This is an optimization exercise on Yosys and OpenROAD, whose aim is small area, not a production implementation. The RTL was checked by simulation tests, not by an equivalence proof against the original design. No activity file was given, so power comes from the tool's default toggle rates.

[config.mk]
export PLATFORM = sky130hd
export DESIGN_NAME = koki_h74
export DESIGN_NICKNAME = koki_h74
export VERILOG_FILES = /design/flow/design.v
export SDC_FILE = /design/flow/constraint.sdc
export NUM_CORES = 4
export LEC_CHECK = 0
export ABC_AREA = 1
export CAP_MARGIN = 20
export CORE_MARGIN = 2
export CORE_UTILIZATION = 35
export GPL_TIMING_DRIVEN = 0
export SLEW_MARGIN = 20
export SYNTH_HIERARCHICAL = 1
export SYNTH_MEMORY_MAX_BITS = 32768
[constraint.sdc]
create_clock -name core_clock -period 7.0 [get_ports {clk}]
set_input_delay 1.4000 -clock core_clock [delete_from_list [all_inputs] [get_ports {clk}]]
set_output_delay 1.4000 -clock core_clock [all_outputs]
set_load 0.01 [all_outputs]
[flow/run.sh]
#!/bin/bash
# Own layout flow: the standard layout (standard.sh) with
#  - synthesis by flow/synth.tcl: the standard flow's synthesis script, but ABC maps
#    for area (flow/abc.script) and no adder cells are extracted;
#  - the port buffers that global placement inserts made from buf_1.
# Registers, their names and cell types are those of the standard synthesis.
set -euo pipefail
HERE=$(pwd)
export OWN_ABC_SCRIPT="$HERE/flow/abc.script"
export BUFFER_PORTS_ARGS="-buffer_cell sky130_fd_sc_hd__buf_1"
bash standard.sh SYNTH_SCRIPT="$HERE/flow/synth.tcl" ADDER_MAP_FILE= finish > standard.log 2>&1
[design.v]
module koki_core (
    input wire rst,
    input wire cmd_we,
    input wire [31:0] cmd,
    input wire [19:0] m_q,
    input wire grid_q,
    input wire inv_q,
    input wire ill_q,
    output wire [19:0] m_d,
    output wire grid_d,
    output wire inv_d,
    output wire ill_d,
    output wire [35:0] res,
    output wire [1:0] status
);
  wire new_n119, new_n120, new_n121, new_n122, new_n123, new_n124, new_n125, new_n126, new_n127, new_n128, new_n129, new_n130, new_n131, new_n132, new_n133, new_n134, new_n135, new_n136, new_n137, new_n138, new_n139, new_n140, new_n141, new_n142, new_n143, new_n144, new_n145, new_n146, new_n147, new_n148, new_n149, new_n150, new_n151, new_n152, new_n153, new_n154, new_n155, new_n156, new_n157, new_n158, new_n159, new_n160, new_n161, new_n162, new_n163, new_n164, new_n165, new_n166, new_n167, new_n168, new_n169, new_n170, new_n171, new_n172, new_n173, new_n174, new_n175, new_n176, new_n177, new_n178, new_n179, new_n180, new_n181, new_n182, new_n183, new_n184, new_n185, new_n186, new_n187, new_n188, new_n189, new_n190, new_n191, new_n192, new_n193, new_n194, new_n195, new_n196, new_n197, new_n198, new_n199, new_n200, new_n201, new_n202, new_n203, new_n204, new_n205, new_n206, new_n207, new_n208, new_n209, new_n210, new_n211, new_n212, new_n213, new_n214, new_n215, new_n216, new_n217, new_n218, new_n219, new_n220, new_n221, new_n222, new_n223, new_n224, new_n225, new_n226, new_n227, new_n228, new_n229, new_n230, new_n231, new_n232, new_n233, new_n234, new_n235, new_n236, new_n237, new_n238, new_n239, new_n240, new_n241, new_n242, new_n243, new_n244, new_n245, new_n246, new_n247, new_n248, new_n249, new_n250, new_n251, new_n252, new_n253, new_n254, new_n255, new_n256, new_n257, new_n258, new_n259, new_n260, new_n261, new_n262, new_n263, new_n264, new_n265, new_n266, new_n267, new_n268, new_n269, new_n270, new_n271, new_n272, new_n273, new_n274, new_n275, new_n276, new_n277, new_n278, new_n279, new_n280, new_n281, new_n282, new_n283, new_n284, new_n285, new_n286, new_n287, new_n288, new_n289, new_n290, new_n291, new_n292, new_n293, new_n294, new_n295, new_n296, new_n297, new_n298, new_n299, new_n300, new_n301, new_n302, new_n303, new_n304, new_n305, new_n306, new_n307, new_n308, new_n309, new_n310, new_n311, new_n312, new_n313, new_n314, new_n315, new_n316, new_n317, new_n318, new_n319, new_n320, new_n321, new_n322, new_n323, new_n324, new_n325, new_n326, new_n327, new_n328, new_n329, new_n330, new_n331, new_n332, new_n333, new_n334, new_n335, new_n336, new_n337, new_n338, new_n339, new_n340, new_n341, new_n342, new_n343, new_n344, new_n345, new_n346, new_n347, new_n348, new_n349, new_n350, new_n351, new_n352, new_n353, new_n354, new_n355, new_n356, new_n357, new_n358, new_n359, new_n360, new_n361, new_n362, new_n363, new_n364, new_n365, new_n366, new_n367, new_n368, new_n369, new_n370, new_n371, new_n372, new_n373, new_n374, new_n375, new_n376, new_n377, new_n378, new_n379, new_n380, new_n381, new_n382, new_n383, new_n384, new_n385, new_n386, new_n387, new_n388, new_n389, new_n390, new_n391, new_n392, new_n393, new_n394, new_n395, new_n396, new_n397, new_n398, new_n399, new_n400, new_n401, new_n402, new_n403, new_n404, new_n405, new_n406, new_n407, new_n408, new_n409, new_n410, new_n411, new_n412, new_n413, new_n414, new_n415, new_n416, new_n417, new_n418, new_n419, new_n420, new_n421, new_n422, new_n423, new_n424, new_n425, new_n426, new_n427, new_n428, new_n429, new_n430, new_n431, new_n432, new_n433, new_n434, new_n435, new_n436, new_n437, new_n438, new_n439, new_n440, new_n441, new_n442, new_n443, new_n444, new_n445, new_n446, new_n447, new_n448, new_n449, new_n450, new_n451, new_n452, new_n453, new_n454, new_n455, new_n456, new_n457, new_n458, new_n459, new_n460, new_n461, new_n462, new_n463, new_n464, new_n465, new_n466, new_n467, new_n468, new_n469, new_n470, new_n471, new_n472, new_n473, new_n474, new_n475, new_n476, new_n477, new_n478, new_n479, new_n480, new_n481, new_n482, new_n483, new_n484, new_n485, new_n486, new_n487, new_n488, new_n489, new_n490, new_n491, new_n492, new_n493, new_n494, new_n495, new_n496, new_n497, new_n498, new_n499, new_n500, new_n501, new_n502, new_n503, new_n504, new_n505, new_n506, new_n507, new_n508, new_n509, new_n510, new_n511, new_n512, new_n513, new_n514, new_n515, new_n516, new_n517, new_n518, new_n519, new_n520, new_n521, new_n522, new_n523, new_n524, new_n525, new_n526, new_n527, new_n528, new_n529, new_n530, new_n531, new_n532, new_n533, new_n534, new_n535, new_n536, new_n538, new_n539, new_n540, new_n541, new_n542, new_n543, new_n544, new_n545, new_n546, new_n547, new_n548, new_n549, new_n550, new_n551, new_n552, new_n553, new_n554, new_n555, new_n556, new_n557, new_n558, new_n559, new_n560, new_n562, new_n563, new_n564, new_n565, new_n566, new_n567, new_n568, new_n569, new_n570, new_n571, new_n572, new_n573, new_n574, new_n575, new_n576, new_n577, new_n578, new_n579, new_n580, new_n581, new_n582, new_n583, new_n585, new_n586, new_n587, new_n588, new_n589, new_n590, new_n591, new_n592, new_n593, new_n594, new_n595, new_n596, new_n597, new_n598, new_n599, new_n600, new_n601, new_n602, new_n603, new_n604, new_n606, new_n607, new_n608, new_n609, new_n610, new_n611, new_n612, new_n613, new_n614, new_n615, new_n616, new_n617, new_n618, new_n620, new_n621, new_n622, new_n623, new_n624, new_n625, new_n626, new_n627, new_n628, new_n629, new_n630, new_n631, new_n632, new_n634, new_n635, new_n636, new_n637, new_n638, new_n639, new_n640, new_n641, new_n642, new_n643, new_n644, new_n645, new_n646, new_n647, new_n649, new_n650, new_n651, new_n652, new_n653, new_n654, new_n655, new_n656, new_n657, new_n658, new_n660, new_n661, new_n662, new_n663, new_n664, new_n665, new_n666, new_n667, new_n668, new_n669, new_n670, new_n671, new_n672, new_n673, new_n674, new_n676, new_n677, new_n678, new_n679, new_n680, new_n681, new_n682, new_n683, new_n684, new_n685, new_n687, new_n688, new_n689, new_n690, new_n691, new_n692, new_n694, new_n695, new_n696, new_n697, new_n698, new_n700, new_n701, new_n702, new_n703, new_n705, new_n706, new_n707, new_n708, new_n710, new_n711, new_n712, new_n713, new_n715, new_n716, new_n717, new_n718, new_n720, new_n721, new_n722, new_n723, new_n725, new_n726, new_n727, new_n728, new_n730, new_n731, new_n732, new_n733, new_n735, new_n736, new_n737, new_n739, new_n740, new_n742, new_n743, new_n744, new_n745, new_n746, new_n747, new_n748, new_n749, new_n750, new_n751, new_n752, new_n753, new_n754, new_n755, new_n756, new_n757, new_n758, new_n759, new_n760, new_n761, new_n762, new_n763, new_n764, new_n765, new_n766, new_n767, new_n768, new_n769, new_n770, new_n771, new_n773, new_n774, new_n776, new_n777, new_n778, new_n779, new_n780, new_n781, new_n782, new_n783, new_n784, new_n786, new_n787, new_n788, new_n789, new_n790, new_n791, new_n792, new_n793, new_n794, new_n795, new_n797, new_n798, new_n799, new_n800, new_n801, new_n802, new_n803, new_n804, new_n805, new_n807, new_n808, new_n809, new_n810, new_n811, new_n812, new_n813, new_n814, new_n815, new_n817, new_n818, new_n819, new_n820, new_n821, new_n822, new_n823, new_n824, new_n825, new_n827, new_n828, new_n829, new_n830, new_n831, new_n832, new_n833, new_n834, new_n836, new_n837, new_n838, new_n839, new_n840, new_n841, new_n842, new_n844, new_n845, new_n846, new_n847, new_n848, new_n849, new_n850, new_n852, new_n853, new_n854, new_n855, new_n856, new_n857, new_n858, new_n860, new_n861, new_n862, new_n863, new_n864, new_n865, new_n866, new_n868, new_n869, new_n871, new_n873, new_n875, new_n877, new_n879, new_n880, new_n881, new_n882, new_n883, new_n885, new_n886, new_n887, new_n888, new_n889, new_n891, new_n892, new_n893, new_n894, new_n895, new_n897, new_n898, new_n899, new_n900, new_n901, new_n903, new_n904, new_n905, new_n906, new_n907, new_n909, new_n911, new_n913, new_n915, new_n917, new_n919, new_n921, new_n923, new_n925, new_n927, new_n930, new_n932, new_n934, new_n936;
  assign new_n119 = cmd[28] & ~cmd[31] ;
  assign new_n120 = ~cmd[20] & ~cmd[21] ;
  assign new_n121 = ~cmd[22] & new_n120;
  assign new_n122 = cmd[28] & cmd[29] ;
  assign new_n123 = cmd[30] & new_n122;
  assign new_n124 = ~new_n121 & ~new_n123;
  assign new_n125 = ~cmd[12] & ~cmd[13] ;
  assign new_n126 = ~cmd[14] & ~cmd[15] ;
  assign new_n127 = new_n125 & new_n126;
  assign new_n128 = ~cmd[8] & ~cmd[9] ;
  assign new_n129 = ~cmd[10] & ~cmd[11] ;
  assign new_n130 = new_n128 & new_n129;
  assign new_n131 = new_n127 & new_n130;
  assign new_n132 = ~cmd[29] & cmd[31] ;
  assign new_n133 = cmd[7] & new_n132;
  assign new_n134 = ~cmd[16] & ~cmd[17] ;
  assign new_n135 = ~cmd[18] & ~cmd[19] ;
  assign new_n136 = new_n134 & new_n135;
  assign new_n137 = ~new_n133 & new_n136;
  assign new_n138 = new_n131 & new_n137;
  assign new_n139 = ~cmd[28] & cmd[31] ;
  assign new_n140 = cmd[29] & new_n139;
  assign new_n141 = ~new_n138 & ~new_n140;
  assign new_n142 = ~new_n124 & ~new_n141;
  assign new_n143 = cmd[22] & ~new_n120;
  assign new_n144 = cmd[28] & new_n132;
  assign new_n145 = ~new_n143 & new_n144;
  assign new_n146 = ~new_n142 & ~new_n145;
  assign new_n147 = ~cmd[25] & ~cmd[26] ;
  assign new_n148 = ~cmd[27] & new_n147;
  assign new_n149 = ~rst & cmd_we;
  assign new_n150 = ~cmd[23] & ~cmd[24] ;
  assign new_n151 = new_n149 & new_n150;
  assign new_n152 = new_n148 & new_n151;
  assign new_n153 = ~new_n146 & new_n152;
  assign new_n154 = ~cmd[30] & new_n153;
  assign new_n155 = cmd[29] & new_n154;
  assign new_n156 = new_n119 & new_n155;
  assign new_n157 = cmd[5] & ~cmd[29] ;
  assign new_n158 = ~cmd[5] & cmd[29] ;
  assign new_n159 = ~cmd[5] & ~cmd[6] ;
  assign new_n160 = ~cmd[0] & cmd[4] ;
  assign new_n161 = ~cmd[1] & ~cmd[2] ;
  assign new_n162 = cmd[1] & cmd[2] ;
  assign new_n163 = ~new_n161 & ~new_n162;
  assign new_n164 = cmd[5] & cmd[6] ;
  assign new_n165 = ~new_n159 & ~new_n164;
  assign new_n166 = new_n163 & ~new_n165;
  assign new_n167 = ~new_n163 & new_n165;
  assign new_n168 = ~new_n166 & ~new_n167;
  assign new_n169 = ~new_n160 & new_n168;
  assign new_n170 = ~cmd[2] & cmd[6] ;
  assign new_n171 = cmd[2] & ~cmd[6] ;
  assign new_n172 = ~new_n170 & ~new_n171;
  assign new_n173 = cmd[3] & ~cmd[7] ;
  assign new_n174 = cmd[1] & ~cmd[5] ;
  assign new_n175 = ~new_n173 & ~new_n174;
  assign new_n176 = new_n172 & new_n175;
  assign new_n177 = ~new_n169 & new_n176;
  assign new_n178 = new_n170 & ~new_n173;
  assign new_n179 = ~cmd[3] & cmd[7] ;
  assign new_n180 = ~new_n178 & ~new_n179;
  assign new_n181 = ~new_n177 & new_n180;
  assign new_n182 = ~cmd[3] & ~cmd[4] ;
  assign new_n183 = ~cmd[5] & ~cmd[7] ;
  assign new_n184 = cmd[5] & cmd[7] ;
  assign new_n185 = ~new_n183 & ~new_n184;
  assign new_n186 = ~new_n182 & ~new_n185;
  assign new_n187 = cmd[1] & new_n171;
  assign new_n188 = ~new_n186 & ~new_n187;
  assign new_n189 = ~new_n159 & ~new_n188;
  assign new_n190 = cmd[3] & ~cmd[4] ;
  assign new_n191 = ~cmd[3] & cmd[4] ;
  assign new_n192 = ~new_n190 & ~new_n191;
  assign new_n193 = new_n165 & new_n192;
  assign new_n194 = ~cmd[3] & new_n170;
  assign new_n195 = new_n193 & new_n194;
  assign new_n196 = ~new_n189 & ~new_n195;
  assign new_n197 = ~new_n181 & ~new_n196;
  assign new_n198 = ~cmd[4] & new_n197;
  assign new_n199 = ~cmd[0] & ~cmd[2] ;
  assign new_n200 = cmd[3] & ~new_n161;
  assign new_n201 = ~new_n199 & new_n200;
  assign new_n202 = cmd[4] & new_n201;
  assign new_n203 = ~cmd[0] & ~cmd[1] ;
  assign new_n204 = new_n171 & ~new_n203;
  assign new_n205 = new_n202 & new_n204;
  assign new_n206 = ~cmd[7] & ~new_n205;
  assign new_n207 = cmd[5] & ~new_n206;
  assign new_n208 = new_n181 & ~new_n207;
  assign new_n209 = ~cmd[5] & ~new_n201;
  assign new_n210 = cmd[6] & new_n209;
  assign new_n211 = cmd[4] & ~new_n210;
  assign new_n212 = new_n208 & new_n211;
  assign new_n213 = ~new_n198 & ~new_n212;
  assign new_n214 = ~new_n186 & ~new_n206;
  assign new_n215 = cmd[7] & new_n202;
  assign new_n216 = ~new_n214 & ~new_n215;
  assign new_n217 = ~new_n165 & ~new_n216;
  assign new_n218 = new_n165 & ~new_n214;
  assign new_n219 = ~cmd[5] & ~new_n190;
  assign new_n220 = new_n163 & ~new_n219;
  assign new_n221 = ~cmd[2] & ~cmd[3] ;
  assign new_n222 = ~cmd[4] & ~cmd[6] ;
  assign new_n223 = cmd[2] & cmd[3] ;
  assign new_n224 = new_n222 & ~new_n223;
  assign new_n225 = ~new_n221 & new_n224;
  assign new_n226 = ~new_n220 & new_n225;
  assign new_n227 = ~new_n218 & ~new_n226;
  assign new_n228 = ~new_n217 & new_n227;
  assign new_n229 = new_n213 & ~new_n228;
  assign new_n230 = ~new_n197 & ~new_n229;
  assign new_n231 = new_n159 & ~new_n230;
  assign new_n232 = cmd[7] & ~new_n231;
  assign new_n233 = ~cmd[29] & ~new_n232;
  assign new_n234 = ~cmd[5] & new_n200;
  assign new_n235 = ~cmd[4] & ~new_n234;
  assign new_n236 = ~cmd[6] & ~new_n235;
  assign new_n237 = ~new_n230 & new_n236;
  assign new_n238 = cmd[6] & ~cmd[7] ;
  assign new_n239 = cmd[0] & new_n162;
  assign new_n240 = new_n234 & new_n239;
  assign new_n241 = cmd[4] & ~cmd[5] ;
  assign new_n242 = ~cmd[4] & cmd[5] ;
  assign new_n243 = ~new_n200 & new_n242;
  assign new_n244 = ~new_n241 & ~new_n243;
  assign new_n245 = ~new_n240 & new_n244;
  assign new_n246 = new_n238 & ~new_n245;
  assign new_n247 = ~cmd[6] & ~cmd[7] ;
  assign new_n248 = cmd[5] & new_n247;
  assign new_n249 = ~new_n224 & new_n248;
  assign new_n250 = ~new_n202 & new_n249;
  assign new_n251 = new_n163 & new_n192;
  assign new_n252 = new_n183 & new_n224;
  assign new_n253 = ~new_n251 & new_n252;
  assign new_n254 = cmd[6] & cmd[7] ;
  assign new_n255 = new_n203 & new_n221;
  assign new_n256 = ~new_n219 & ~new_n255;
  assign new_n257 = new_n254 & ~new_n256;
  assign new_n258 = new_n191 & ~new_n239;
  assign new_n259 = new_n257 & ~new_n258;
  assign new_n260 = ~new_n253 & ~new_n259;
  assign new_n261 = ~new_n250 & new_n260;
  assign new_n262 = ~new_n246 & new_n261;
  assign new_n263 = ~new_n237 & new_n262;
  assign new_n264 = ~new_n230 & new_n263;
  assign new_n265 = ~cmd[5] & new_n264;
  assign new_n266 = ~new_n119 & ~new_n139;
  assign new_n267 = cmd[7] & new_n266;
  assign new_n268 = ~new_n265 & new_n267;
  assign new_n269 = ~new_n233 & ~new_n268;
  assign new_n270 = cmd[4] & ~new_n269;
  assign new_n271 = ~cmd[4] & new_n269;
  assign new_n272 = ~new_n270 & ~new_n271;
  assign new_n273 = cmd[29] & ~new_n263;
  assign new_n274 = ~new_n213 & new_n228;
  assign new_n275 = ~cmd[29] & ~new_n229;
  assign new_n276 = ~new_n274 & new_n275;
  assign new_n277 = ~new_n266 & ~new_n276;
  assign new_n278 = ~new_n273 & ~new_n277;
  assign new_n279 = cmd[1] & new_n121;
  assign new_n280 = ~cmd[20] & cmd[21] ;
  assign new_n281 = cmd[9] & new_n280;
  assign new_n282 = cmd[17] & cmd[22] ;
  assign new_n283 = ~new_n281 & ~new_n282;
  assign new_n284 = cmd[20] & cmd[21] ;
  assign new_n285 = cmd[13] & new_n284;
  assign new_n286 = cmd[20] & ~cmd[21] ;
  assign new_n287 = cmd[5] & new_n286;
  assign new_n288 = ~new_n285 & ~new_n287;
  assign new_n289 = new_n283 & new_n288;
  assign new_n290 = ~new_n279 & new_n289;
  assign new_n291 = ~new_n278 & new_n290;
  assign new_n292 = new_n278 & ~new_n290;
  assign new_n293 = ~new_n291 & ~new_n292;
  assign new_n294 = cmd[0] & new_n121;
  assign new_n295 = cmd[16] & cmd[22] ;
  assign new_n296 = cmd[8] & new_n280;
  assign new_n297 = ~new_n295 & ~new_n296;
  assign new_n298 = ~new_n294 & new_n297;
  assign new_n299 = cmd[29] & new_n266;
  assign new_n300 = cmd[0] & cmd[2] ;
  assign new_n301 = ~new_n199 & ~new_n300;
  assign new_n302 = ~new_n163 & new_n191;
  assign new_n303 = ~new_n301 & new_n302;
  assign new_n304 = new_n257 & ~new_n303;
  assign new_n305 = cmd[1] & ~new_n301;
  assign new_n306 = ~cmd[5] & ~new_n305;
  assign new_n307 = ~cmd[4] & ~new_n306;
  assign new_n308 = new_n200 & ~new_n307;
  assign new_n309 = ~new_n243 & ~new_n308;
  assign new_n310 = ~cmd[7] & ~new_n309;
  assign new_n311 = new_n203 & new_n242;
  assign new_n312 = ~new_n191 & ~new_n311;
  assign new_n313 = ~cmd[2] & ~new_n312;
  assign new_n314 = ~new_n162 & new_n241;
  assign new_n315 = new_n301 & new_n314;
  assign new_n316 = ~cmd[6] & ~new_n234;
  assign new_n317 = ~new_n315 & new_n316;
  assign new_n318 = ~new_n313 & new_n317;
  assign new_n319 = ~new_n310 & ~new_n318;
  assign new_n320 = ~cmd[3] & new_n184;
  assign new_n321 = new_n201 & ~new_n224;
  assign new_n322 = ~new_n209 & ~new_n321;
  assign new_n323 = new_n223 & new_n241;
  assign new_n324 = new_n247 & ~new_n323;
  assign new_n325 = ~new_n322 & new_n324;
  assign new_n326 = ~new_n320 & ~new_n325;
  assign new_n327 = ~new_n319 & new_n326;
  assign new_n328 = ~new_n304 & ~new_n327;
  assign new_n329 = new_n299 & ~new_n328;
  assign new_n330 = new_n185 & new_n208;
  assign new_n331 = ~cmd[4] & ~new_n330;
  assign new_n332 = cmd[5] & new_n254;
  assign new_n333 = ~new_n202 & new_n332;
  assign new_n334 = cmd[2] & new_n183;
  assign new_n335 = ~cmd[6] & ~new_n334;
  assign new_n336 = ~new_n186 & new_n335;
  assign new_n337 = ~new_n333 & ~new_n336;
  assign new_n338 = ~new_n255 & ~new_n337;
  assign new_n339 = new_n197 & ~new_n338;
  assign new_n340 = ~new_n331 & ~new_n339;
  assign new_n341 = ~new_n198 & ~new_n340;
  assign new_n342 = ~cmd[29] & ~cmd[31] ;
  assign new_n343 = cmd[28] & new_n342;
  assign new_n344 = ~new_n212 & new_n343;
  assign new_n345 = ~new_n341 & new_n344;
  assign new_n346 = ~new_n329 & ~new_n345;
  assign new_n347 = ~new_n298 & ~new_n346;
  assign new_n348 = ~cmd[29] & ~new_n345;
  assign new_n349 = ~new_n347 & ~new_n348;
  assign new_n350 = new_n293 & new_n349;
  assign new_n351 = ~new_n291 & ~new_n350;
  assign new_n352 = new_n264 & new_n266;
  assign new_n353 = ~new_n276 & ~new_n352;
  assign new_n354 = ~new_n268 & ~new_n337;
  assign new_n355 = ~new_n353 & new_n354;
  assign new_n356 = ~new_n230 & new_n337;
  assign new_n357 = ~new_n266 & ~new_n356;
  assign new_n358 = ~cmd[29] & ~new_n357;
  assign new_n359 = cmd[4] & new_n259;
  assign new_n360 = ~new_n249 & ~new_n332;
  assign new_n361 = new_n299 & new_n360;
  assign new_n362 = ~new_n359 & new_n361;
  assign new_n363 = new_n337 & new_n362;
  assign new_n364 = new_n353 & new_n363;
  assign new_n365 = ~new_n358 & ~new_n364;
  assign new_n366 = ~new_n355 & new_n365;
  assign new_n367 = new_n351 & ~new_n366;
  assign new_n368 = ~new_n351 & new_n366;
  assign new_n369 = cmd[2] & new_n121;
  assign new_n370 = cmd[18] & cmd[22] ;
  assign new_n371 = cmd[6] & new_n286;
  assign new_n372 = ~new_n370 & ~new_n371;
  assign new_n373 = ~new_n369 & new_n372;
  assign new_n374 = ~new_n368 & ~new_n373;
  assign new_n375 = ~new_n367 & ~new_n374;
  assign new_n376 = ~new_n232 & ~new_n247;
  assign new_n377 = cmd[4] & cmd[6] ;
  assign new_n378 = ~new_n230 & ~new_n377;
  assign new_n379 = cmd[5] & ~new_n222;
  assign new_n380 = ~new_n378 & new_n379;
  assign new_n381 = ~new_n376 & ~new_n380;
  assign new_n382 = ~new_n236 & ~new_n381;
  assign new_n383 = new_n362 & ~new_n382;
  assign new_n384 = ~new_n266 & ~new_n381;
  assign new_n385 = ~new_n383 & ~new_n384;
  assign new_n386 = ~new_n375 & new_n385;
  assign new_n387 = ~cmd[28] & new_n132;
  assign new_n388 = ~new_n343 & ~new_n387;
  assign new_n389 = ~new_n299 & new_n388;
  assign new_n390 = new_n385 & ~new_n389;
  assign new_n391 = new_n375 & ~new_n390;
  assign new_n392 = cmd[3] & ~new_n391;
  assign new_n393 = ~new_n386 & ~new_n392;
  assign new_n394 = new_n272 & ~new_n393;
  assign new_n395 = ~new_n270 & ~new_n394;
  assign new_n396 = ~new_n158 & ~new_n395;
  assign new_n397 = ~new_n157 & ~new_n396;
  assign new_n398 = ~new_n238 & ~new_n342;
  assign new_n399 = ~new_n397 & ~new_n398;
  assign new_n400 = ~cmd[6] & cmd[29] ;
  assign new_n401 = cmd[6] & new_n397;
  assign new_n402 = ~new_n400 & ~new_n401;
  assign new_n403 = ~new_n399 & new_n402;
  assign new_n404 = cmd[7] & ~new_n403;
  assign new_n405 = cmd[29] & new_n399;
  assign new_n406 = ~new_n404 & ~new_n405;
  assign new_n407 = ~new_n386 & ~new_n391;
  assign new_n408 = cmd[3] & new_n121;
  assign new_n409 = cmd[11] & new_n280;
  assign new_n410 = cmd[19] & cmd[22] ;
  assign new_n411 = ~new_n409 & ~new_n410;
  assign new_n412 = cmd[15] & new_n284;
  assign new_n413 = cmd[7] & new_n286;
  assign new_n414 = ~new_n412 & ~new_n413;
  assign new_n415 = new_n411 & new_n414;
  assign new_n416 = ~new_n408 & new_n415;
  assign new_n417 = ~new_n407 & new_n416;
  assign new_n418 = new_n407 & ~new_n416;
  assign new_n419 = ~new_n417 & ~new_n418;
  assign new_n420 = ~new_n272 & new_n393;
  assign new_n421 = ~new_n132 & ~new_n394;
  assign new_n422 = ~new_n420 & new_n421;
  assign new_n423 = ~new_n419 & new_n422;
  assign new_n424 = new_n419 & ~new_n422;
  assign new_n425 = ~new_n423 & ~new_n424;
  assign new_n426 = cmd[12] & new_n284;
  assign new_n427 = cmd[4] & new_n286;
  assign new_n428 = ~new_n426 & ~new_n427;
  assign new_n429 = new_n298 & new_n428;
  assign new_n430 = ~new_n346 & new_n429;
  assign new_n431 = new_n346 & ~new_n429;
  assign new_n432 = ~new_n430 & ~new_n431;
  assign new_n433 = ~new_n293 & ~new_n349;
  assign new_n434 = ~new_n350 & ~new_n433;
  assign new_n435 = ~new_n432 & ~new_n434;
  assign new_n436 = ~new_n367 & ~new_n368;
  assign new_n437 = cmd[14] & new_n284;
  assign new_n438 = cmd[10] & new_n280;
  assign new_n439 = ~new_n437 & ~new_n438;
  assign new_n440 = new_n373 & new_n439;
  assign new_n441 = new_n436 & ~new_n440;
  assign new_n442 = ~new_n436 & new_n440;
  assign new_n443 = ~new_n441 & ~new_n442;
  assign new_n444 = new_n435 & new_n443;
  assign new_n445 = new_n432 & ~new_n434;
  assign new_n446 = new_n443 & new_n445;
  assign new_n447 = ~new_n443 & ~new_n445;
  assign new_n448 = ~new_n446 & ~new_n447;
  assign new_n449 = ~new_n444 & new_n448;
  assign new_n450 = new_n425 & ~new_n449;
  assign new_n451 = ~new_n419 & new_n444;
  assign new_n452 = new_n448 & ~new_n451;
  assign new_n453 = ~new_n425 & new_n452;
  assign new_n454 = ~new_n450 & ~new_n453;
  assign new_n455 = new_n406 & ~new_n454;
  assign new_n456 = ~new_n406 & new_n454;
  assign new_n457 = ~new_n455 & ~new_n456;
  assign new_n458 = cmd[6] & new_n342;
  assign new_n459 = ~new_n400 & ~new_n458;
  assign new_n460 = new_n397 & ~new_n459;
  assign new_n461 = ~new_n397 & new_n459;
  assign new_n462 = ~new_n460 & ~new_n461;
  assign new_n463 = ~cmd[31] & new_n157;
  assign new_n464 = ~new_n158 & ~new_n463;
  assign new_n465 = new_n395 & ~new_n464;
  assign new_n466 = ~new_n395 & new_n464;
  assign new_n467 = ~new_n465 & ~new_n466;
  assign new_n468 = new_n462 & ~new_n467;
  assign new_n469 = new_n419 & new_n444;
  assign new_n470 = new_n422 & new_n469;
  assign new_n471 = new_n467 & ~new_n470;
  assign new_n472 = ~new_n462 & new_n471;
  assign new_n473 = ~new_n468 & ~new_n472;
  assign new_n474 = new_n457 & ~new_n473;
  assign new_n475 = ~new_n457 & new_n473;
  assign new_n476 = ~new_n474 & ~new_n475;
  assign new_n477 = new_n156 & ~new_n476;
  assign new_n478 = cmd[28] & ~cmd[29] ;
  assign new_n479 = ~cmd[28] & cmd[29] ;
  assign new_n480 = ~new_n478 & ~new_n479;
  assign new_n481 = ~cmd[30] & new_n480;
  assign new_n482 = ~new_n299 & new_n481;
  assign new_n483 = ~cmd[28] & new_n342;
  assign new_n484 = cmd[30] & ~new_n483;
  assign new_n485 = ~new_n482 & ~new_n484;
  assign new_n486 = new_n153 & new_n485;
  assign new_n487 = ~new_n432 & new_n486;
  assign new_n488 = new_n154 & ~new_n483;
  assign new_n489 = new_n183 & new_n222;
  assign new_n490 = cmd[7] & cmd[29] ;
  assign new_n491 = ~new_n478 & ~new_n490;
  assign new_n492 = ~new_n489 & ~new_n491;
  assign new_n493 = cmd[30] & ~cmd[31] ;
  assign new_n494 = ~new_n492 & new_n493;
  assign new_n495 = new_n153 & new_n494;
  assign new_n496 = ~new_n488 & ~new_n495;
  assign new_n497 = ~rst & new_n496;
  assign new_n498 = m_q[0] & new_n497;
  assign new_n499 = new_n478 & new_n495;
  assign new_n500 = ~cmd[3] & ~new_n301;
  assign new_n501 = cmd[3] & new_n301;
  assign new_n502 = ~new_n500 & ~new_n501;
  assign new_n503 = new_n499 & new_n502;
  assign new_n504 = new_n154 & new_n387;
  assign new_n505 = ~new_n222 & ~new_n377;
  assign new_n506 = new_n301 & ~new_n505;
  assign new_n507 = ~new_n301 & new_n505;
  assign new_n508 = ~new_n506 & ~new_n507;
  assign new_n509 = ~new_n123 & ~new_n508;
  assign new_n510 = ~cmd[20] & ~new_n509;
  assign new_n511 = ~new_n165 & ~new_n192;
  assign new_n512 = ~new_n193 & ~new_n511;
  assign new_n513 = ~new_n123 & new_n512;
  assign new_n514 = ~cmd[22] & new_n123;
  assign new_n515 = ~new_n513 & ~new_n514;
  assign new_n516 = ~new_n510 & new_n515;
  assign new_n517 = ~new_n123 & new_n168;
  assign new_n518 = ~cmd[21] & new_n123;
  assign new_n519 = ~new_n517 & ~new_n518;
  assign new_n520 = new_n516 & new_n519;
  assign new_n521 = cmd[6] & ~new_n520;
  assign new_n522 = ~cmd[6] & new_n520;
  assign new_n523 = ~new_n521 & ~new_n522;
  assign new_n524 = new_n504 & ~new_n523;
  assign new_n525 = new_n479 & ~new_n508;
  assign new_n526 = ~cmd[22] & new_n286;
  assign new_n527 = ~cmd[0] & ~new_n526;
  assign new_n528 = cmd[0] & new_n526;
  assign new_n529 = new_n122 & ~new_n528;
  assign new_n530 = ~new_n527 & new_n529;
  assign new_n531 = ~new_n525 & ~new_n530;
  assign new_n532 = new_n495 & ~new_n531;
  assign new_n533 = ~new_n524 & ~new_n532;
  assign new_n534 = ~new_n503 & new_n533;
  assign new_n535 = ~new_n498 & new_n534;
  assign new_n536 = ~new_n487 & new_n535;
  assign m_d[0] = new_n477 | ~new_n536;
  assign new_n538 = ~new_n434 & new_n486;
  assign new_n539 = new_n156 & new_n432;
  assign new_n540 = m_q[1] & new_n497;
  assign new_n541 = new_n510 & new_n515;
  assign new_n542 = new_n519 & new_n541;
  assign new_n543 = cmd[5] & ~new_n542;
  assign new_n544 = ~cmd[5] & new_n542;
  assign new_n545 = ~new_n543 & ~new_n544;
  assign new_n546 = new_n504 & ~new_n545;
  assign new_n547 = new_n168 & ~new_n480;
  assign new_n548 = ~cmd[22] & new_n280;
  assign new_n549 = cmd[1] & ~new_n548;
  assign new_n550 = ~cmd[1] & new_n548;
  assign new_n551 = new_n480 & ~new_n550;
  assign new_n552 = ~new_n549 & new_n551;
  assign new_n553 = ~new_n547 & ~new_n552;
  assign new_n554 = new_n495 & new_n553;
  assign new_n555 = ~new_n546 & ~new_n554;
  assign new_n556 = ~new_n540 & new_n555;
  assign new_n557 = new_n503 & ~new_n556;
  assign new_n558 = ~new_n503 & new_n556;
  assign new_n559 = ~new_n557 & ~new_n558;
  assign new_n560 = ~new_n539 & ~new_n559;
  assign m_d[1] = new_n538 | ~new_n560;
  assign new_n562 = new_n443 & new_n486;
  assign new_n563 = ~new_n432 & new_n434;
  assign new_n564 = ~new_n445 & ~new_n563;
  assign new_n565 = new_n156 & ~new_n564;
  assign new_n566 = m_q[2] & new_n497;
  assign new_n567 = new_n516 & ~new_n519;
  assign new_n568 = cmd[4] & ~new_n567;
  assign new_n569 = ~cmd[4] & new_n567;
  assign new_n570 = ~new_n568 & ~new_n569;
  assign new_n571 = new_n504 & ~new_n570;
  assign new_n572 = ~new_n510 & ~new_n515;
  assign new_n573 = new_n519 & new_n572;
  assign new_n574 = cmd[2] & ~new_n573;
  assign new_n575 = ~cmd[2] & new_n573;
  assign new_n576 = ~new_n574 & ~new_n575;
  assign new_n577 = new_n122 & ~new_n576;
  assign new_n578 = ~new_n480 & ~new_n512;
  assign new_n579 = ~new_n577 & ~new_n578;
  assign new_n580 = new_n495 & ~new_n579;
  assign new_n581 = ~new_n571 & ~new_n580;
  assign new_n582 = ~new_n566 & new_n581;
  assign new_n583 = ~new_n565 & new_n582;
  assign m_d[2] = new_n562 | ~new_n583;
  assign new_n585 = new_n419 & new_n486;
  assign new_n586 = new_n443 & new_n563;
  assign new_n587 = ~new_n443 & ~new_n563;
  assign new_n588 = ~new_n586 & ~new_n587;
  assign new_n589 = new_n156 & ~new_n588;
  assign new_n590 = m_q[3] & new_n497;
  assign new_n591 = new_n504 & ~new_n576;
  assign new_n592 = new_n120 & new_n515;
  assign new_n593 = ~cmd[3] & new_n592;
  assign new_n594 = ~cmd[1] & new_n301;
  assign new_n595 = ~new_n305 & ~new_n594;
  assign new_n596 = ~cmd[29] & ~new_n595;
  assign new_n597 = cmd[3] & ~new_n592;
  assign new_n598 = ~new_n596 & ~new_n597;
  assign new_n599 = ~new_n593 & new_n598;
  assign new_n600 = cmd[28] & new_n495;
  assign new_n601 = ~new_n599 & new_n600;
  assign new_n602 = ~new_n591 & ~new_n601;
  assign new_n603 = ~new_n590 & new_n602;
  assign new_n604 = ~new_n589 & new_n603;
  assign m_d[3] = new_n585 | ~new_n604;
  assign new_n606 = new_n422 & new_n486;
  assign new_n607 = ~new_n444 & new_n564;
  assign new_n608 = new_n419 & ~new_n607;
  assign new_n609 = ~new_n419 & new_n607;
  assign new_n610 = ~new_n608 & ~new_n609;
  assign new_n611 = new_n156 & new_n610;
  assign new_n612 = m_q[4] & new_n497;
  assign new_n613 = new_n122 & new_n495;
  assign new_n614 = ~new_n570 & new_n613;
  assign new_n615 = cmd[2] & new_n499;
  assign new_n616 = ~new_n614 & ~new_n615;
  assign new_n617 = ~new_n612 & new_n616;
  assign new_n618 = ~new_n611 & new_n617;
  assign m_d[4] = new_n606 | ~new_n618;
  assign new_n620 = ~new_n435 & ~new_n443;
  assign new_n621 = ~new_n451 & ~new_n620;
  assign new_n622 = new_n422 & ~new_n621;
  assign new_n623 = ~new_n422 & new_n621;
  assign new_n624 = ~new_n622 & ~new_n623;
  assign new_n625 = new_n156 & ~new_n624;
  assign new_n626 = new_n467 & new_n486;
  assign new_n627 = m_q[5] & new_n497;
  assign new_n628 = cmd[1] & new_n499;
  assign new_n629 = ~new_n545 & new_n613;
  assign new_n630 = ~new_n628 & ~new_n629;
  assign new_n631 = ~new_n627 & new_n630;
  assign new_n632 = ~new_n626 & new_n631;
  assign m_d[5] = new_n625 | ~new_n632;
  assign new_n634 = ~new_n422 & new_n469;
  assign new_n635 = ~new_n419 & ~new_n444;
  assign new_n636 = ~new_n634 & ~new_n635;
  assign new_n637 = new_n467 & ~new_n636;
  assign new_n638 = ~new_n467 & new_n636;
  assign new_n639 = ~new_n637 & ~new_n638;
  assign new_n640 = new_n156 & ~new_n639;
  assign new_n641 = new_n462 & new_n486;
  assign new_n642 = m_q[6] & new_n497;
  assign new_n643 = ~new_n523 & new_n613;
  assign new_n644 = cmd[0] & new_n499;
  assign new_n645 = ~new_n643 & ~new_n644;
  assign new_n646 = ~new_n642 & new_n645;
  assign new_n647 = ~new_n641 & new_n646;
  assign m_d[6] = new_n640 | ~new_n647;
  assign new_n649 = ~new_n406 & new_n486;
  assign new_n650 = ~new_n422 & ~new_n469;
  assign new_n651 = ~new_n467 & new_n470;
  assign new_n652 = ~new_n650 & ~new_n651;
  assign new_n653 = ~new_n462 & ~new_n652;
  assign new_n654 = new_n462 & new_n652;
  assign new_n655 = ~new_n653 & ~new_n654;
  assign new_n656 = new_n156 & new_n655;
  assign new_n657 = m_q[7] & new_n497;
  assign new_n658 = ~new_n656 & ~new_n657;
  assign m_d[7] = new_n649 | ~new_n658;
  assign new_n660 = new_n480 & new_n486;
  assign new_n661 = ~new_n476 & new_n660;
  assign new_n662 = ~new_n471 & ~new_n651;
  assign new_n663 = new_n406 & ~new_n662;
  assign new_n664 = new_n470 & new_n654;
  assign new_n665 = ~new_n406 & new_n664;
  assign new_n666 = new_n406 & ~new_n664;
  assign new_n667 = ~new_n665 & ~new_n666;
  assign new_n668 = new_n662 & new_n667;
  assign new_n669 = ~new_n663 & ~new_n668;
  assign new_n670 = new_n156 & ~new_n669;
  assign new_n671 = m_q[8] & new_n497;
  assign new_n672 = cmd[8] & new_n155;
  assign new_n673 = ~new_n671 & ~new_n672;
  assign new_n674 = ~new_n670 & new_n673;
  assign m_d[8] = new_n661 | ~new_n674;
  assign new_n676 = new_n467 & ~new_n664;
  assign new_n677 = new_n457 & new_n676;
  assign new_n678 = ~new_n457 & ~new_n676;
  assign new_n679 = ~new_n677 & ~new_n678;
  assign new_n680 = new_n156 & ~new_n679;
  assign new_n681 = new_n432 & new_n660;
  assign new_n682 = m_q[9] & new_n497;
  assign new_n683 = cmd[9] & new_n155;
  assign new_n684 = ~new_n682 & ~new_n683;
  assign new_n685 = ~new_n681 & new_n684;
  assign m_d[9] = new_n680 | ~new_n685;
  assign new_n687 = new_n119 & new_n667;
  assign new_n688 = ~cmd[10] & ~new_n687;
  assign new_n689 = new_n155 & ~new_n688;
  assign new_n690 = m_q[10] & new_n497;
  assign new_n691 = ~new_n564 & new_n660;
  assign new_n692 = ~new_n690 & ~new_n691;
  assign m_d[10] = new_n689 | ~new_n692;
  assign new_n694 = ~new_n588 & new_n660;
  assign new_n695 = m_q[11] & new_n497;
  assign new_n696 = cmd[11] & new_n155;
  assign new_n697 = ~new_n695 & ~new_n696;
  assign new_n698 = ~new_n694 & new_n697;
  assign m_d[11] = new_n477 | ~new_n698;
  assign new_n700 = new_n610 & new_n660;
  assign new_n701 = m_q[12] & new_n497;
  assign new_n702 = cmd[12] & new_n155;
  assign new_n703 = ~new_n701 & ~new_n702;
  assign m_d[12] = new_n700 | ~new_n703;
  assign new_n705 = ~new_n624 & new_n660;
  assign new_n706 = m_q[13] & new_n497;
  assign new_n707 = cmd[13] & new_n155;
  assign new_n708 = ~new_n706 & ~new_n707;
  assign m_d[13] = new_n705 | ~new_n708;
  assign new_n710 = ~new_n639 & new_n660;
  assign new_n711 = m_q[14] & new_n497;
  assign new_n712 = cmd[14] & new_n155;
  assign new_n713 = ~new_n711 & ~new_n712;
  assign m_d[14] = new_n710 | ~new_n713;
  assign new_n715 = new_n655 & new_n660;
  assign new_n716 = m_q[15] & new_n497;
  assign new_n717 = cmd[15] & new_n155;
  assign new_n718 = ~new_n716 & ~new_n717;
  assign m_d[15] = new_n715 | ~new_n718;
  assign new_n720 = new_n660 & ~new_n669;
  assign new_n721 = m_q[16] & new_n497;
  assign new_n722 = cmd[16] & new_n155;
  assign new_n723 = ~new_n721 & ~new_n722;
  assign m_d[16] = new_n720 | ~new_n723;
  assign new_n725 = new_n660 & ~new_n679;
  assign new_n726 = m_q[17] & new_n497;
  assign new_n727 = cmd[17] & new_n155;
  assign new_n728 = ~new_n726 & ~new_n727;
  assign m_d[17] = new_n725 | ~new_n728;
  assign new_n730 = new_n660 & new_n667;
  assign new_n731 = m_q[18] & new_n497;
  assign new_n732 = cmd[18] & new_n155;
  assign new_n733 = ~new_n731 & ~new_n732;
  assign m_d[18] = new_n730 | ~new_n733;
  assign new_n735 = m_q[19] & new_n497;
  assign new_n736 = cmd[19] & new_n155;
  assign new_n737 = ~new_n735 & ~new_n736;
  assign m_d[19] = new_n661 | ~new_n737;
  assign new_n739 = grid_q & new_n497;
  assign new_n740 = cmd[31] & new_n155;
  assign grid_d = new_n739 | new_n740;
  assign new_n742 = ~new_n163 & new_n511;
  assign new_n743 = ~new_n251 & ~new_n742;
  assign new_n744 = cmd[2] & ~new_n239;
  assign new_n745 = new_n489 & ~new_n744;
  assign new_n746 = new_n165 & ~new_n172;
  assign new_n747 = cmd[0] & ~cmd[4] ;
  assign new_n748 = cmd[7] & ~new_n747;
  assign new_n749 = ~cmd[7] & ~new_n160;
  assign new_n750 = ~new_n748 & ~new_n749;
  assign new_n751 = new_n746 & new_n750;
  assign new_n752 = ~cmd[2] & new_n160;
  assign new_n753 = new_n332 & new_n752;
  assign new_n754 = ~new_n751 & ~new_n753;
  assign new_n755 = ~new_n745 & new_n754;
  assign new_n756 = ~new_n743 & ~new_n755;
  assign new_n757 = new_n176 & ~new_n747;
  assign new_n758 = new_n755 & new_n757;
  assign new_n759 = new_n181 & new_n758;
  assign new_n760 = ~new_n756 & ~new_n759;
  assign new_n761 = new_n343 & ~new_n760;
  assign new_n762 = ~new_n162 & new_n182;
  assign new_n763 = ~new_n300 & new_n762;
  assign new_n764 = cmd[29] & ~new_n763;
  assign new_n765 = new_n182 & new_n239;
  assign new_n766 = ~new_n764 & ~new_n765;
  assign new_n767 = new_n332 & ~new_n389;
  assign new_n768 = ~new_n766 & new_n767;
  assign new_n769 = ~new_n761 & ~new_n768;
  assign new_n770 = new_n154 & ~new_n769;
  assign new_n771 = inv_q & new_n497;
  assign inv_d = new_n770 | new_n771;
  assign new_n773 = cmd_we & new_n496;
  assign new_n774 = ~ill_q & ~new_n773;
  assign ill_d = ~rst & ~new_n774;
  assign new_n776 = grid_q & ~inv_q;
  assign new_n777 = m_q[0] & new_n776;
  assign new_n778 = ~m_q[2] & ~m_q[3] ;
  assign new_n779 = m_q[2] & m_q[3] ;
  assign new_n780 = ~new_n778 & ~new_n779;
  assign new_n781 = new_n777 & new_n780;
  assign new_n782 = grid_q & new_n780;
  assign new_n783 = ~m_q[0] & ~inv_q;
  assign new_n784 = ~new_n782 & new_n783;
  assign res[0] = ~new_n781 & ~new_n784;
  assign new_n786 = ~m_q[4] & ~m_q[6] ;
  assign new_n787 = m_q[4] & m_q[6] ;
  assign new_n788 = ~new_n786 & ~new_n787;
  assign new_n789 = m_q[7] & new_n776;
  assign new_n790 = new_n788 & new_n789;
  assign new_n791 = ~m_q[7] & new_n776;
  assign new_n792 = ~new_n788 & new_n791;
  assign new_n793 = ~grid_q & ~inv_q;
  assign new_n794 = ~m_q[1] & new_n793;
  assign new_n795 = ~new_n792 & ~new_n794;
  assign res[1] = ~new_n790 & new_n795;
  assign new_n797 = ~m_q[8] & ~m_q[10] ;
  assign new_n798 = m_q[8] & m_q[10] ;
  assign new_n799 = ~new_n797 & ~new_n798;
  assign new_n800 = m_q[11] & new_n776;
  assign new_n801 = new_n799 & new_n800;
  assign new_n802 = ~m_q[11] & new_n776;
  assign new_n803 = ~new_n799 & new_n802;
  assign new_n804 = ~m_q[2] & new_n793;
  assign new_n805 = ~new_n803 & ~new_n804;
  assign res[2] = ~new_n801 & new_n805;
  assign new_n807 = ~m_q[12] & ~m_q[14] ;
  assign new_n808 = m_q[12] & m_q[14] ;
  assign new_n809 = ~new_n807 & ~new_n808;
  assign new_n810 = m_q[15] & new_n776;
  assign new_n811 = new_n809 & new_n810;
  assign new_n812 = ~m_q[15] & new_n776;
  assign new_n813 = ~new_n809 & new_n812;
  assign new_n814 = ~m_q[3] & new_n793;
  assign new_n815 = ~new_n813 & ~new_n814;
  assign res[3] = ~new_n811 & new_n815;
  assign new_n817 = ~m_q[16] & ~m_q[18] ;
  assign new_n818 = m_q[16] & m_q[18] ;
  assign new_n819 = ~new_n817 & ~new_n818;
  assign new_n820 = m_q[19] & new_n776;
  assign new_n821 = new_n819 & new_n820;
  assign new_n822 = ~m_q[19] & new_n776;
  assign new_n823 = ~new_n819 & new_n822;
  assign new_n824 = ~m_q[4] & new_n793;
  assign new_n825 = ~new_n823 & ~new_n824;
  assign res[4] = ~new_n821 & new_n825;
  assign new_n827 = ~m_q[5] & new_n793;
  assign new_n828 = ~m_q[0] & ~m_q[1] ;
  assign new_n829 = m_q[0] & m_q[1] ;
  assign new_n830 = ~new_n828 & ~new_n829;
  assign new_n831 = ~m_q[3] & new_n830;
  assign new_n832 = m_q[3] & ~new_n830;
  assign new_n833 = new_n776 & ~new_n832;
  assign new_n834 = ~new_n831 & new_n833;
  assign res[5] = ~new_n827 & ~new_n834;
  assign new_n836 = ~m_q[4] & ~m_q[5] ;
  assign new_n837 = m_q[4] & m_q[5] ;
  assign new_n838 = ~new_n836 & ~new_n837;
  assign new_n839 = new_n789 & new_n838;
  assign new_n840 = new_n791 & ~new_n838;
  assign new_n841 = ~m_q[6] & new_n793;
  assign new_n842 = ~new_n840 & ~new_n841;
  assign res[6] = ~new_n839 & new_n842;
  assign new_n844 = ~m_q[8] & ~m_q[9] ;
  assign new_n845 = m_q[8] & m_q[9] ;
  assign new_n846 = ~new_n844 & ~new_n845;
  assign new_n847 = new_n800 & new_n846;
  assign new_n848 = new_n802 & ~new_n846;
  assign new_n849 = ~m_q[7] & new_n793;
  assign new_n850 = ~new_n848 & ~new_n849;
  assign res[7] = ~new_n847 & new_n850;
  assign new_n852 = ~m_q[12] & ~m_q[13] ;
  assign new_n853 = m_q[12] & m_q[13] ;
  assign new_n854 = ~new_n852 & ~new_n853;
  assign new_n855 = new_n810 & new_n854;
  assign new_n856 = new_n812 & ~new_n854;
  assign new_n857 = ~m_q[8] & new_n793;
  assign new_n858 = ~new_n856 & ~new_n857;
  assign res[8] = ~new_n855 & new_n858;
  assign new_n860 = ~m_q[16] & ~m_q[17] ;
  assign new_n861 = m_q[16] & m_q[17] ;
  assign new_n862 = ~new_n860 & ~new_n861;
  assign new_n863 = new_n820 & new_n862;
  assign new_n864 = new_n822 & ~new_n862;
  assign new_n865 = ~m_q[9] & new_n793;
  assign new_n866 = ~new_n864 & ~new_n865;
  assign res[9] = ~new_n863 & new_n866;
  assign new_n868 = ~m_q[3] & new_n776;
  assign new_n869 = ~m_q[10] & new_n793;
  assign res[10] = ~new_n868 & ~new_n869;
  assign new_n871 = ~m_q[11] & new_n793;
  assign res[11] = ~new_n791 & ~new_n871;
  assign new_n873 = ~m_q[12] & new_n793;
  assign res[12] = ~new_n802 & ~new_n873;
  assign new_n875 = ~m_q[13] & new_n793;
  assign res[13] = ~new_n812 & ~new_n875;
  assign new_n877 = ~m_q[14] & new_n793;
  assign res[14] = ~new_n822 & ~new_n877;
  assign new_n879 = ~m_q[15] & new_n793;
  assign new_n880 = ~m_q[2] & new_n830;
  assign new_n881 = m_q[2] & ~new_n830;
  assign new_n882 = new_n776 & ~new_n881;
  assign new_n883 = ~new_n880 & new_n882;
  assign res[15] = ~new_n879 & ~new_n883;
  assign new_n885 = ~m_q[16] & new_n793;
  assign new_n886 = ~m_q[6] & new_n838;
  assign new_n887 = m_q[6] & ~new_n838;
  assign new_n888 = new_n776 & ~new_n887;
  assign new_n889 = ~new_n886 & new_n888;
  assign res[16] = ~new_n885 & ~new_n889;
  assign new_n891 = ~m_q[17] & new_n793;
  assign new_n892 = ~m_q[10] & new_n846;
  assign new_n893 = m_q[10] & ~new_n846;
  assign new_n894 = new_n776 & ~new_n893;
  assign new_n895 = ~new_n892 & new_n894;
  assign res[17] = ~new_n891 & ~new_n895;
  assign new_n897 = ~m_q[18] & new_n793;
  assign new_n898 = ~m_q[14] & new_n854;
  assign new_n899 = m_q[14] & ~new_n854;
  assign new_n900 = new_n776 & ~new_n899;
  assign new_n901 = ~new_n898 & new_n900;
  assign res[18] = ~new_n897 & ~new_n901;
  assign new_n903 = ~m_q[19] & new_n793;
  assign new_n904 = ~m_q[18] & new_n862;
  assign new_n905 = m_q[18] & ~new_n862;
  assign new_n906 = new_n776 & ~new_n905;
  assign new_n907 = ~new_n904 & new_n906;
  assign res[19] = ~new_n903 & ~new_n907;
  assign new_n909 = m_q[2] & grid_q;
  assign res[20] = inv_q | new_n909;
  assign new_n911 = m_q[6] & grid_q;
  assign res[21] = inv_q | new_n911;
  assign new_n913 = m_q[10] & grid_q;
  assign res[22] = inv_q | new_n913;
  assign new_n915 = m_q[14] & grid_q;
  assign res[23] = inv_q | new_n915;
  assign new_n917 = m_q[18] & grid_q;
  assign res[24] = inv_q | new_n917;
  assign new_n919 = m_q[1] & grid_q;
  assign res[25] = inv_q | new_n919;
  assign new_n921 = m_q[5] & grid_q;
  assign res[26] = inv_q | new_n921;
  assign new_n923 = m_q[9] & grid_q;
  assign res[27] = inv_q | new_n923;
  assign new_n925 = m_q[13] & grid_q;
  assign res[28] = inv_q | new_n925;
  assign new_n927 = m_q[17] & grid_q;
  assign res[29] = inv_q | new_n927;
  assign res[30] = inv_q | new_n777;
  assign new_n930 = m_q[4] & grid_q;
  assign res[31] = inv_q | new_n930;
  assign new_n932 = m_q[8] & grid_q;
  assign res[32] = inv_q | new_n932;
  assign new_n934 = m_q[12] & grid_q;
  assign res[33] = inv_q | new_n934;
  assign new_n936 = m_q[16] & grid_q;
  assign res[34] = inv_q | new_n936;
  assign res[35] = inv_q;
  assign status[0] = inv_q;
  assign status[1] = ill_q;
endmodule
module koki_h74 (
    input  wire        clk,
    input  wire        rst,
    input  wire        cmd_we,
    input  wire [31:0] cmd,
    output wire [35:0] res,
    output wire [1:0]  status      
);
    reg  [19:0] m_q;
    reg         grid_q, ill_q;
    reg         ninv_q;                   
    wire        inv_q = ~ninv_q;
    wire [19:0] m_d;
    wire        grid_d, inv_d, ill_d;
    koki_core u_core (
        .rst(rst), .cmd_we(cmd_we), .cmd(cmd),
        .m_q(m_q), .grid_q(grid_q), .inv_q(inv_q), .ill_q(ill_q),
        .m_d(m_d), .grid_d(grid_d), .inv_d(inv_d), .ill_d(ill_d),
        .res(res), .status(status)
    );
    always @(posedge clk) begin
        m_q    <= m_d;
        grid_q <= grid_d;
        ninv_q <= ~inv_d;
        ill_q  <= ill_d;
    end
endmodule
[flow/synth.tcl]
# The standard flow's synthesis script (synth_recipe.tcl) with two changes: every abc
# call maps with the area-oriented script flow/abc.script, and the caller
# sets ADDER_MAP_FILE empty so no half/full adder cells are extracted.
proc synth {args} { yosys synth -nofsm -noshare {*}$args }
proc abc {args} {
  set i [lsearch -exact $args -script]
  if { $i >= 0 } {
    set args [lreplace $args [expr {$i + 1}] [expr {$i + 1}] $::env(OWN_ABC_SCRIPT)]
  }
  yosys abc {*}$args
}
source $::env(SCRIPTS_DIR)/synth.tcl
# left out here: clear keep_hierarchy, flatten, clean up, hide names made inside functions, write 1_2_yosys.v
[flow/abc.script]
strash
dch
map -D 4000
topo
stime -c
[standard.sh]
#!/bin/bash
# synth_recipe.tcl (not shown) runs the flow's synth.tcl, then flattens the netlist and writes it again
# the make line also repeats each setting of config.mk as NAME=value (left out here)
make -C /OpenROAD-flow-scripts/flow DESIGN_CONFIG=/design/flow/config.mk WORK_HOME=/design/flow/orfs CLKGATE_MAP_FILE= SYNTH_SCRIPT=/design/flow/synth_recipe.tcl "${@:-finish}"
==> impl.org <==
** Status
- Result of the run :: timing/DRC/antenna clean

** Detailed routing
- Routed WL :: 12000 µm
- Number of routed nets with antenna violations :: 0
- Post-DR wirelength/cell :: 15.9 µm
- Remaining DRCs :: 0
- Initial DRT Pass Iterations :: 5
- The detailed router placed 4342 vias in this run.
- First-iteration detailed-routing DRC count :: roughly 380
- In the routed layout, each cell is associated on average with a via count of 5.79.

** Timing
- The clock arrives with 0 ps of skew.
- Slew Limit Headroom :: 0.408
- Slew at the pin closest to its max-slew limit :: 885 ps
- On the final layout, the worst hold slack is 469 ps.
- Based on the critical path, the design can be clocked at up to 0.154 GHz.
- The max-slew violation total from the final report came to 0.
- Fin. Hold Viols :: 0
- In the finished design, the share of the clock period the worst path needs comes to 0.927.
- Setup violations remaining at the end of the flow were counted as 0.
- The smallest clock period supported by the final layout is computed as between 6000 and 7000 ps.

** Floorplanning
- 73 I/O pins were placed.
- Starting utilization of the core area :: 0.355
- The die covers 9990 µm².
- Measured along the x axis, the die boundary spans 99.9 µm.
- The die is 99.9 µm tall.
- The floorplan has 35 rows.
- Std-Cell Core Area :: 9060 µm²

** Power and ir drop
- Leakage power :: 1.37 nW
- Overall power consumption after layout is estimated at 0.000526 W.
- The worst-case IR drop observed on VDD is between 0.07 and 0.08 mV.
- Dividing total power by cell area gives a power density of 140 nW/µm².

** Place
- Hpwl dp :: ~9800 µm
- During placement, the flow inserted port buffers numbering 72.
- Total placed instance area :: 3640 µm²
- Global placement routability congestion :: 0.963

** Global route
- The via count of the first global-routing pass came to 3933.
- Maximum number of pins on one net before global-route repair :: 26
- After global routing the overflow that remains totals 0.
- Antenna violations before repair :: 0
- Across every metal layer, demand over resource in global routing totals 0.237.
- The first global-routing pass estimated 19300 µm of wire.

** Logic synthesis
- By area the synthesized netlist is led by dfxtp_1, nor2_1, clkinv_1, a21oi_1, nand2_1.
- Proportion of synthesized flip-flops having asynchronous set or reset :: 0
- A synthesized cell averages between 5 and 6 µm².
- Post-synthesis cell area :: 3220 µm²
- After synthesis, the largest family of logic cells by area is compound AO/OA/AOI/OAI gates.
- Simple-Gate Fraction of Synth Area :: 0.281
- Post-synthesis cell type count :: 33
- Xor-xnor portion of the synthesized cell area :: 0.106
- Library cell with the largest summed area after synthesis :: dfxtp_1
- Dominant cell by count in the synthesized netlist :: nor2_1
- Counting flops with a built-in enable in the synthesized netlist gives 0.
- Top cells by count, synth :: nor2_1, clkinv_1, nand2_1, a21oi_1, o21ai_0
- The share of synthesized area in the top cell type comes to 0.143.
- During synthesis, Yosys emitted a total of 7 warnings.
- Sequential cell area fraction in the yosys report :: 0.143
- Total nets after synthesis :: just under 600
- Share of synthesized area spent on multiplexers :: 0
- Of the total synthesized cell area, the portion taken by full adders, half adders and majority gates is 0.
- After technology mapping, the gate count stands at 560.
- In this run, synthesis produced a sequential element count of 23.
- Most instantiated flip-flop cell in the synthesis netlist :: dfxtp_1
- Compound-gate portion of the synthesized area :: 0.358

** Final layout
- Layout Cell Area excl Fill :: 3750 µm²
- After filler insertion, the fill cell instance count of the layout stands at 999.
- The net count of the finished layout is just under 700.
- In the final layout, flip-flops and latches occupy 460 µm².
- In the final layout, the multi-input gates occupy 2430 µm².
- 0 antenna diodes ended up in the layout.
- Once layout is complete, the utilization of the core stands at 0.414.
- In the final layout, the share of cells above drive strength 1 is 0.0516.
- Synth-to-Final Area Change :: 16.3%

** Clocking
- CTS tree :: yes
- Total number of clock tree sinks :: 23
- Cell at the root of the clock tree :: clkbuf_8
- Buffer levels on the longest clock path :: 2
- After clock tree synthesis, the clock-pin slew on the worst setup and hold paths is around 70 ps.
- Count of H-tree levels built during CTS :: 1
- In this run, CTS created clock tree buffers numbering 3.
- The later pin in the worst-skew pair is clocked with a latency of 260 ps.

** Critical path
- Startpoint of the most critical register-to-register path :: ninv_q
- The worst setup path is captured at a flop.
- For the worst setup path, the data required time is 7130 ps.
- The most critical setup path has its startpoint at cmd[6].
- Among all stages on the critical path, the largest delay is contributed by a2111oi_0.
- The setup path with the least slack is of type in2reg.
- Along the worst path, the maximum fanout reaches 15.
- CP peak stage delay :: 400 ps
- STA classifies the critical path startpoint as a primary input.
- Among the stages of the critical path, the cell type that occurs most often is nand2_1.
- Arrival @ worst endpoint :: 6610 ps

** Job
- The tool flagged a number of max-cap violations equal to 0.

** Min path
- The startpoint identified for the worst hold timing path is ill_q.
- Min-Delay Path Class :: reg2reg
flip-flops by register name, summed over array words and instances (netlist names):
signal  flops
m_q        20
ninv_q      1
ill_q       1
grid_q      1
final cells by class:
class                   count  share of cell area
plain buffers               3             0.00601
inverters                  90              0.0908
multi-input cells         444               0.650
well taps                 111              0.0370
clock buffers               3              0.0110
repair buffers             75              0.0814
flip-flops and latches     23               0.123
clock inverters             1             0.00134
Yosys stat by module, one instance, submodules excluded:
module	cells inside	area, µm²	copies in the design
koki_core	535	2750	1
koki_h74	25	468	1
stage by stage:
step	worst slack, ps	cells	TNS, ps
after CTS	95.4	748	0
after global routing	-21.2	750	-56.4
after global placement	-609	743	-4550
after detailed placement	-660	744	-5270
after floorplan	1300	560	0
final	514	750	0
critical path: cells and delay by family:
family | cells | cell delay (ps)
AO/OA/AOI/OAI | 8 | 1360
XOR/XNOR | 5 | 980
buffers and inverters | 5 | 990
AND/OR/NAND/NOR | 14 | 1850
layout by cell type, fill, tap and decap left out, types with 2 or more instances in the layout:
cell type  instances
a211oi_1           3
o21ai_0           40
a31oi_1            9
nor2_2             3
a221oi_1          15
buf_1             67
nor2_1           104
buf_2              2
buf_4              5
clkbuf_8           3
clkinv_2           3
xnor2_1           10
a21oi_1           57
a22oi_1           21
nor4_1             5
o221ai_1           6
dfxtp_1           23
a32oi_1            2
clkbuf_2           2
nand3_1           16
or2_2              5
o211ai_1           7
nor3_1            14
clkinv_1          87
xnor2_2            3
nand2_1           73
xor2_1            26
o2111ai_1          3
o22ai_1            9
layer usage:
| layer | vias to the layer above | share of wire | GRT usage |
|---|---|---|---|
| li1 | 2139 | - | - |
| met2 | 227 | 0.45 | 0.391 |
| met5 | - | 0 | 0 |
| met4 | 0 | 0.033 | 0.0917 |
| met1 | 1936 | 0.44 | 0.318 |
| met3 | 40 | 0.084 | 0.0258 |
path summary, 6_finish.rpt:
path                                to  slack [ps]  cells past startpoint
worst max-delay path            m_q[0]         510                     32
worst min-delay path             ill_q         470                      2
worst max register to register  ninv_q        5730                      4
worst min register to register   ill_q         470                      2
power breakdown:
part | switching, W | total, W | internal (W)
logic | 0.000207 | 0.000313 | 0.000106
clock network | 0.0000411 | 0.0000808 | 0.0000397
registers | 0.000000335 | 0.000132 | 0.000131
timing repair:
action	in CTS	in global routing
buffers inserted	0	2
pin swaps	0	1
hold endpoints to repair	0	0
resized for setup	7	9
setup endpoints to repair	9	9
hold buffers	0	0
kinds of logic (layout without fill, tap and decap cells):
family | after synthesis | after routing
buffers and inverters | 93 | 172
and+or+nand+nor | 222 | 222
DFF | 23 | 23
AOI/OAI and AO/OA | 183 | 183
xor gates and xnor gates | 39 | 39

## separate check: timing with driven ports
How much do the figures lean on ideal ports? The routed layout below was timed once more, with nothing changed but the port constraints. Step 1 assumes that a clkbuf_16 drives the clock port and a buf_2 every other input. Step 2 also shifts input and output timing later by t, the mid clock arrival at the registers, as if the neighbouring blocks saw the same clock. a / b / c = no drivers / after step 1 / after step 2; a / b = the first two.
t (ns): 0.286
setup slack, ns: 0.514 / 0.518 / 0.232
hold WS [ns]: 0.469 / 0.469 / 0.469
worst slew at a driven data input, ns: 0.03
After both steps setup and hold are still met in this run. The setup slack of this run moves by +0.004 ns with the drivers and by -0.282 ns with both steps.
